This design comes from an exercise in tuning for small area on the open sky130 flow, not from production work.
In this exercise RTL edits were held to simulation tests only and were not proved equivalent to the original.
Power figures rest on the tool's default switching activity, not on a simulated workload.

run 1:
Design koki_h74, start of the top module:
module koki_h74 (
    input  wire        clk,
    input  wire        rst,
    input  wire        cmd_we,
    input  wire [31:0] cmd,
    output wire [35:0] res,
    output wire [1:0]  status      
);
clock: 7.0 ns
lec_check: 0
abc_area: 1
cap_margin: 20
core_margin: 2
core_utilization: 35
gpl_timing_driven: 0
slew_margin: 20
synth_memory_max_bits: 32768
standard.sh (not shown) runs the stock make flow with config.mk's settings and CLKGATE_MAP_FILE= SYNTH_SCRIPT=/design/flow/synth_recipe.tcl, a recipe that flattens the netlist after the stock synthesis.
==> flow/flow/run.sh <==
#!/bin/bash
# Own layout flow: the standard layout (standard.sh) with
#  - synthesis by flow/synth.tcl: the standard flow's synthesis script, but ABC maps
#    for area (flow/abc.script) and no adder cells are extracted;
#  - the port buffers that global placement inserts made from buf_1.
# Registers, their names and cell types are those of the standard synthesis.
set -euo pipefail
HERE=$(pwd)
export OWN_ABC_SCRIPT="$HERE/flow/abc.script"
export BUFFER_PORTS_ARGS="-buffer_cell sky130_fd_sc_hd__buf_1"
bash standard.sh SYNTH_SCRIPT="$HERE/flow/synth.tcl" ADDER_MAP_FILE= finish > standard.log 2>&1
==> flow/flow/abc.script <==
strash
dch -f
map -D 3500
topo
stime -c
==> flow/flow/synth.tcl <==
# The standard flow's synthesis script (synth_recipe.tcl) with two changes: every abc
# call maps with the area-oriented script flow/abc.script, and the caller
# sets ADDER_MAP_FILE empty so no half/full adder cells are extracted.
proc synth {args} { yosys synth -nofsm -noshare {*}$args }
proc abc {args} {
  set i [lsearch -exact $args -script]
  if { $i >= 0 } {
    set args [lreplace $args [expr {$i + 1}] [expr {$i + 1}] $::env(OWN_ABC_SCRIPT)]
  }
  yosys abc {*}$args
}
source $::env(SCRIPTS_DIR)/synth.tcl
# left out here: clear keep_hierarchy, flatten, clean up, hide names made inside functions, write 1_2_yosys.v
Modified inputs, run 2 compared to run 1
Settings: GPL_TIMING_DRIVEN removed (was 0).
==> flow/flow/run.sh <==
#!/bin/bash
# Own layout flow: the standard layout (standard.sh), with the port
# buffers that global placement inserts made from the smallest buffer cell.
set -euo pipefail
export BUFFER_PORTS_ARGS="-buffer_cell sky130_fd_sc_hd__buf_1"
bash standard.sh > standard.log 2>&1
removed: flow/flow/abc.script
removed: flow/flow/synth.tcl
--- outcome ---
| share of the yosys chip area belonging to registers | higher: run 1 |
Run 2 vs. run 1: transition at the pin with the smallest max-transition slack lower; horizontal die dimension now sits higher.
The violation count after the first detailed-routing iteration of run 2 exceeds that of run 1 by 77%.
In the flow results for run 2 and run 1, the post-cts sizing count is larger on run 1.
Sequential group share of total power: run 2 vs run 1 down 4.2 points
Source-to-sink clock delay at the later pin of the worst-skew pair in run 2 is 0.02 ns below run 1.
Row number of signal-net buffers in the layout: run 2 higher / run 1 lower
Total power (run 1 / run 2): 0.842
Compared with run 1, run 2 shows a lower buffers plus inverters on the worst setup path.
What run 3 does differently from run 2 at the input level:
==> flow/flow/run.sh <==
#!/bin/bash
# Own layout flow: the standard layout (standard.sh) with
#  - synthesis by flow/synth.tcl: the standard flow's synthesis script, but ABC maps
#    for area (flow/abc.script) and no adder cells are extracted;
#  - the port buffers that global placement inserts made from buf_1.
# Registers, their names and cell types are those of the standard synthesis.
set -euo pipefail
HERE=$(pwd)
export OWN_ABC_SCRIPT="$HERE/flow/abc.script"
export BUFFER_PORTS_ARGS="-buffer_cell sky130_fd_sc_hd__buf_1"
bash standard.sh SYNTH_SCRIPT="$HERE/flow/synth.tcl" ADDER_MAP_FILE= finish > standard.log 2>&1
==> flow/flow/abc.script (new file) <==
strash
dch
amap -F 200 -A 50
topo
stime -c
==> flow/flow/synth.tcl (new file) <==
# The standard flow's synthesis script (synth_recipe.tcl) with two changes: every abc
# call maps with the area-oriented script flow/abc.script, and the caller
# sets ADDER_MAP_FILE empty so no half/full adder cells are extracted.
proc synth {args} { yosys synth -nofsm -noshare {*}$args }
proc abc {args} {
  set i [lsearch -exact $args -script]
  if { $i >= 0 } {
    set args [lreplace $args [expr {$i + 1}] [expr {$i + 1}] $::env(OWN_ABC_SCRIPT)]
  }
  yosys abc {*}$args
}
source $::env(SCRIPTS_DIR)/synth.tcl
# left out here: clear keep_hierarchy, flatten, clean up, hide names made inside functions, write 1_2_yosys.v
[summary]
Est. power | run 3 vs run 2 | run 3 lower
Sort run 2 and run 3 by met3 wire length asc -> top: run 3
Sort run 2 and run 3 by netlist area before placement, ascending, and run 3 comes first.
Compared with run 2, run 3 shows ratio of routed vias to standard cells higher by 8.4%.
Changes in run 4 relative to run 3:
==> flow/run.sh (new file) <==
#!/bin/bash
# synth_recipe.tcl (not shown) runs the flow's synth.tcl, then flattens the netlist and writes it again
# the make line also repeats each setting of config.mk as NAME=value (left out here)
make -C /OpenROAD-flow-scripts/flow DESIGN_CONFIG=/design/flow/config.mk WORK_HOME=/design/flow/orfs CLKGATE_MAP_FILE= SYNTH_SCRIPT=/design/flow/synth_recipe.tcl finish
removed: flow/flow/run.sh
removed: flow/flow/abc.script
removed: flow/flow/synth.tcl
removed: flow/standard.sh
Total power after layout was lower in the run labelled run 3. Power share of the clock group: run 4 > run 3. Run 4 vs run 3: number of vias after detailed routing down slightly. Comparing run 3 and run 4, the higher complex-gate fraction of the synthesized area is on run 3. In the metrics for run 3 and run 4, the one carrying the lower post-detailed-placement half-perimeter wirelength is run 3. Re wire length on met3: run 3 and run 4 aren't equal, and the lower value belongs to run 3. In the flow results for run 3 and run 4, the critical path depth is smaller on run 4. Global-route wire length before repair (run 4 / run 3): 1.09.

* * *

== build 55 ==
koki_h74, a different RTL version from the one above (not shown whole).
Size: about 560 cells after synthesis, about 73 I/O pins, about 0.0032 sq mm of cells after synthesis.
export LEC_CHECK = 0
export ABC_AREA = 1
export CAP_MARGIN = 20
export CORE_MARGIN = 2
export CORE_UTILIZATION = 35
export GPL_TIMING_DRIVEN = 0
export SLEW_MARGIN = 20
export SYNTH_HIERARCHICAL = 1
export SYNTH_MEMORY_MAX_BITS = 32768
create_clock -name core_clock -period 7.0 [get_ports {clk}]
==> flow/flow/run.sh <==
#!/bin/bash
# Own layout flow: the standard layout (standard.sh) with
#  - synthesis by flow/synth.tcl: the standard flow's synthesis script, but ABC maps
#    for area (flow/abc.script) and no adder cells are extracted;
#  - the port buffers that global placement inserts made from buf_1.
# Registers, their names and cell types are those of the standard synthesis.
set -euo pipefail
HERE=$(pwd)
export OWN_ABC_SCRIPT="$HERE/flow/abc.script"
export BUFFER_PORTS_ARGS="-buffer_cell sky130_fd_sc_hd__buf_1"
bash standard.sh SYNTH_SCRIPT="$HERE/flow/synth.tcl" ADDER_MAP_FILE= finish > standard.log 2>&1
==> flow/flow/abc.script <==
strash
dch
map -D 4000
topo
stime -c
==> flow/flow/synth.tcl <==
# The standard flow's synthesis script (synth_recipe.tcl) with two changes: every abc
# call maps with the area-oriented script flow/abc.script, and the caller
# sets ADDER_MAP_FILE empty so no half/full adder cells are extracted.
proc synth {args} { yosys synth -nofsm -noshare {*}$args }
proc abc {args} {
  set i [lsearch -exact $args -script]
  if { $i >= 0 } {
    set args [lreplace $args [expr {$i + 1}] [expr {$i + 1}] $::env(OWN_ABC_SCRIPT)]
  }
  yosys abc {*}$args
}
source $::env(SCRIPTS_DIR)/synth.tcl
# left out here: clear keep_hierarchy, flatten, clean up, hide names made inside functions, write 1_2_yosys.v
The inputs of trial 26 differ from those of build 55 as listed below.
Settings: changing CORE_UTILIZATION from 35 to 55.
==> flow/flow/abc.script <==
strash
dch
map -D 4000 -B 0.1
topo
stime -c
==> run notes <==
- Trial 26 vs build 55, final worst slack went up by 0.012 ns.
- Of build 55 and trial 26, the lower post-route worst hold slack belongs to build 55.
- Detailed route, trial 26 vs build 55: via total higher for trial 26
- Top fanout value on the critical path ended up 3 lower on trial 26 than on build 55.
- Summary: with build 55 as the reference, number of unique standard cell types used by synthesis in trial 26 moved up by more than 10%.
- Looking at power density over the cells, trial 26 sits about 1.2% above build 55.
- Comparing build 55 with trial 26, the power consumption came out essentially unchanged.
- Clock input transition at the sequential cells of the worst setup and hold paths up 0.02 ns in trial 26 wrt build 55
- Trial 26 vs. build 55: normalized max-slew margin went down by 4.6 points; layout overhead on the synthesized area dropped 1.7 points.

* * *

Another version of the RTL of koki_h74 (not shown whole).
For scale: roughly 550 cells after synthesis, about 23 flip-flops, about 73 I/O pins.
Settings: LEC_CHECK=0, ABC_AREA=1, CAP_MARGIN=20, CORE_MARGIN=2, CORE_UTILIZATION=35, GPL_TIMING_DRIVEN=0, SLEW_MARGIN=20, SYNTH_HIERARCHICAL=1, SYNTH_MEMORY_MAX_BITS=32768; clock period 7.0 ns.
==> flow/flow/abc.script <==
strash
dch
map -D 4000 -B 0.1
topo
stime -c
Scripts as last shown in full above: flow/flow/run.sh, flow/flow/synth.tcl
The starting point went through all stages and came out clean.
Next try:
--- a/flow/config.mk
+++ b/flow/config.mk
@@ -8,3 +8,3 @@
 export ABC_AREA = 1
-export CAP_MARGIN = 20
+export CAP_MARGIN = 0
 export CORE_MARGIN = 2
@@ -12,3 +12,3 @@
 export GPL_TIMING_DRIVEN = 0
-export SLEW_MARGIN = 20
+export SLEW_MARGIN = 0
 export SYNTH_HIERARCHICAL = 1
Result: The new run ran to the end with no violations; worst setup slack gets better by 0.047 ns; cell area stays flat; cell count stays the same; via count is about the same; global-route usage stays flat; critical path depth stays the same; clock power grows by about 2%; utilization barely changes; die area is unchanged; area after synthesis does not change; total power hardly moves.

* * *

koki_h74 with an RTL version that a note above also has.
For scale: about 560 cells after synthesis, about 73 I/O pins.
==> flow/config.mk <==
export PLATFORM = sky130hd
export DESIGN_NAME = koki_h74
export DESIGN_NICKNAME = koki_h74
export VERILOG_FILES = /design/flow/design.v
export SDC_FILE = /design/flow/constraint.sdc
export NUM_CORES = 4
export LEC_CHECK = 0
export ABC_AREA = 1
export CAP_MARGIN = 20
export CORE_MARGIN = 2
export CORE_UTILIZATION = 35
export CTS_CLUSTER_DIAMETER = 200
export CTS_CLUSTER_SIZE = 30
export GPL_TIMING_DRIVEN = 0
export SLEW_MARGIN = 20
export SYNTH_HIERARCHICAL = 1
export SYNTH_MEMORY_MAX_BITS = 32768
==> flow/constraint.sdc <==
create_clock -name core_clock -period 7.0 [get_ports {clk}]
set_input_delay 1.4000 -clock core_clock [delete_from_list [all_inputs] [get_ports {clk}]]
set_output_delay 1.4000 -clock core_clock [all_outputs]
set_load 0.01 [all_outputs]
==> flow/flow/abc.script <==
strash
dch
map -D 4000
topo
stime -c
Scripts as last shown in full above: flow/flow/run.sh, flow/flow/synth.tcl
The starting point finished with timing, DRC and antenna clean.
==> next run, changes <==
==> flow/flow/abc.script (replaced) <==
strash
dch
map -D 4000 -B 0.1
topo
stime -c
CTS_CLUSTER_DIAMETER = not set   (was 200)
CTS_CLUSTER_SIZE = not set   (was 30)
- critical path depth decreases by 2
- area after synthesis stays flat
- setup slack gains 0.12 ns
- synthesized cell count increases by 0.54%
- via count hardly moves
- total power shrinks by 3.6%

static timing again, ports no longer ideal:
The flow's constraints put no driver on any port. The routed layouts listed below were extracted and timed again, unchanged, in two steps.
Step 1: set_driving_cell puts a clkbuf_16 on clk and a buf_2 on each other input, an assumption about the parent block.
Step 2 also shifts input and output timing later by t, the mid clock arrival at the registers, as if the neighbouring blocks saw the same clock.
a / b / c = no drivers / after step 1 / after step 2; a / b = the first two.
run	t (ns)	setup WS [ns]	worst register clock-pin slew, ns
run 1	0.293	0.530 / 0.534 / 0.241	0.08 / 0.08
run 2	0.280	0.852 / 0.860 / 0.579	0.06 / 0.06
run 3	0.283	0.332 / 0.337 / 0.054	0.08 / 0.08
run 4	0.294	0.548 / 0.562 / 0.268	0.07 / 0.07
build 55	0.286	0.514 / 0.518 / 0.232	0.08 / 0.08
trial 26	0.298	0.526 / 0.535 / 0.237	0.09 / 0.09
the first run of note 3	0.289	0.555 / 0.560 / 0.271	0.08 / 0.08
the second run of note 3	0.292	0.602 / 0.606 / 0.313	0.08 / 0.08
the first run of note 4	0.286	0.514 / 0.518 / 0.232	0.08 / 0.08
the second run of note 4	0.294	0.639 / 0.646 / 0.351	0.09 / 0.09
After both steps setup and hold are still met in every run listed.
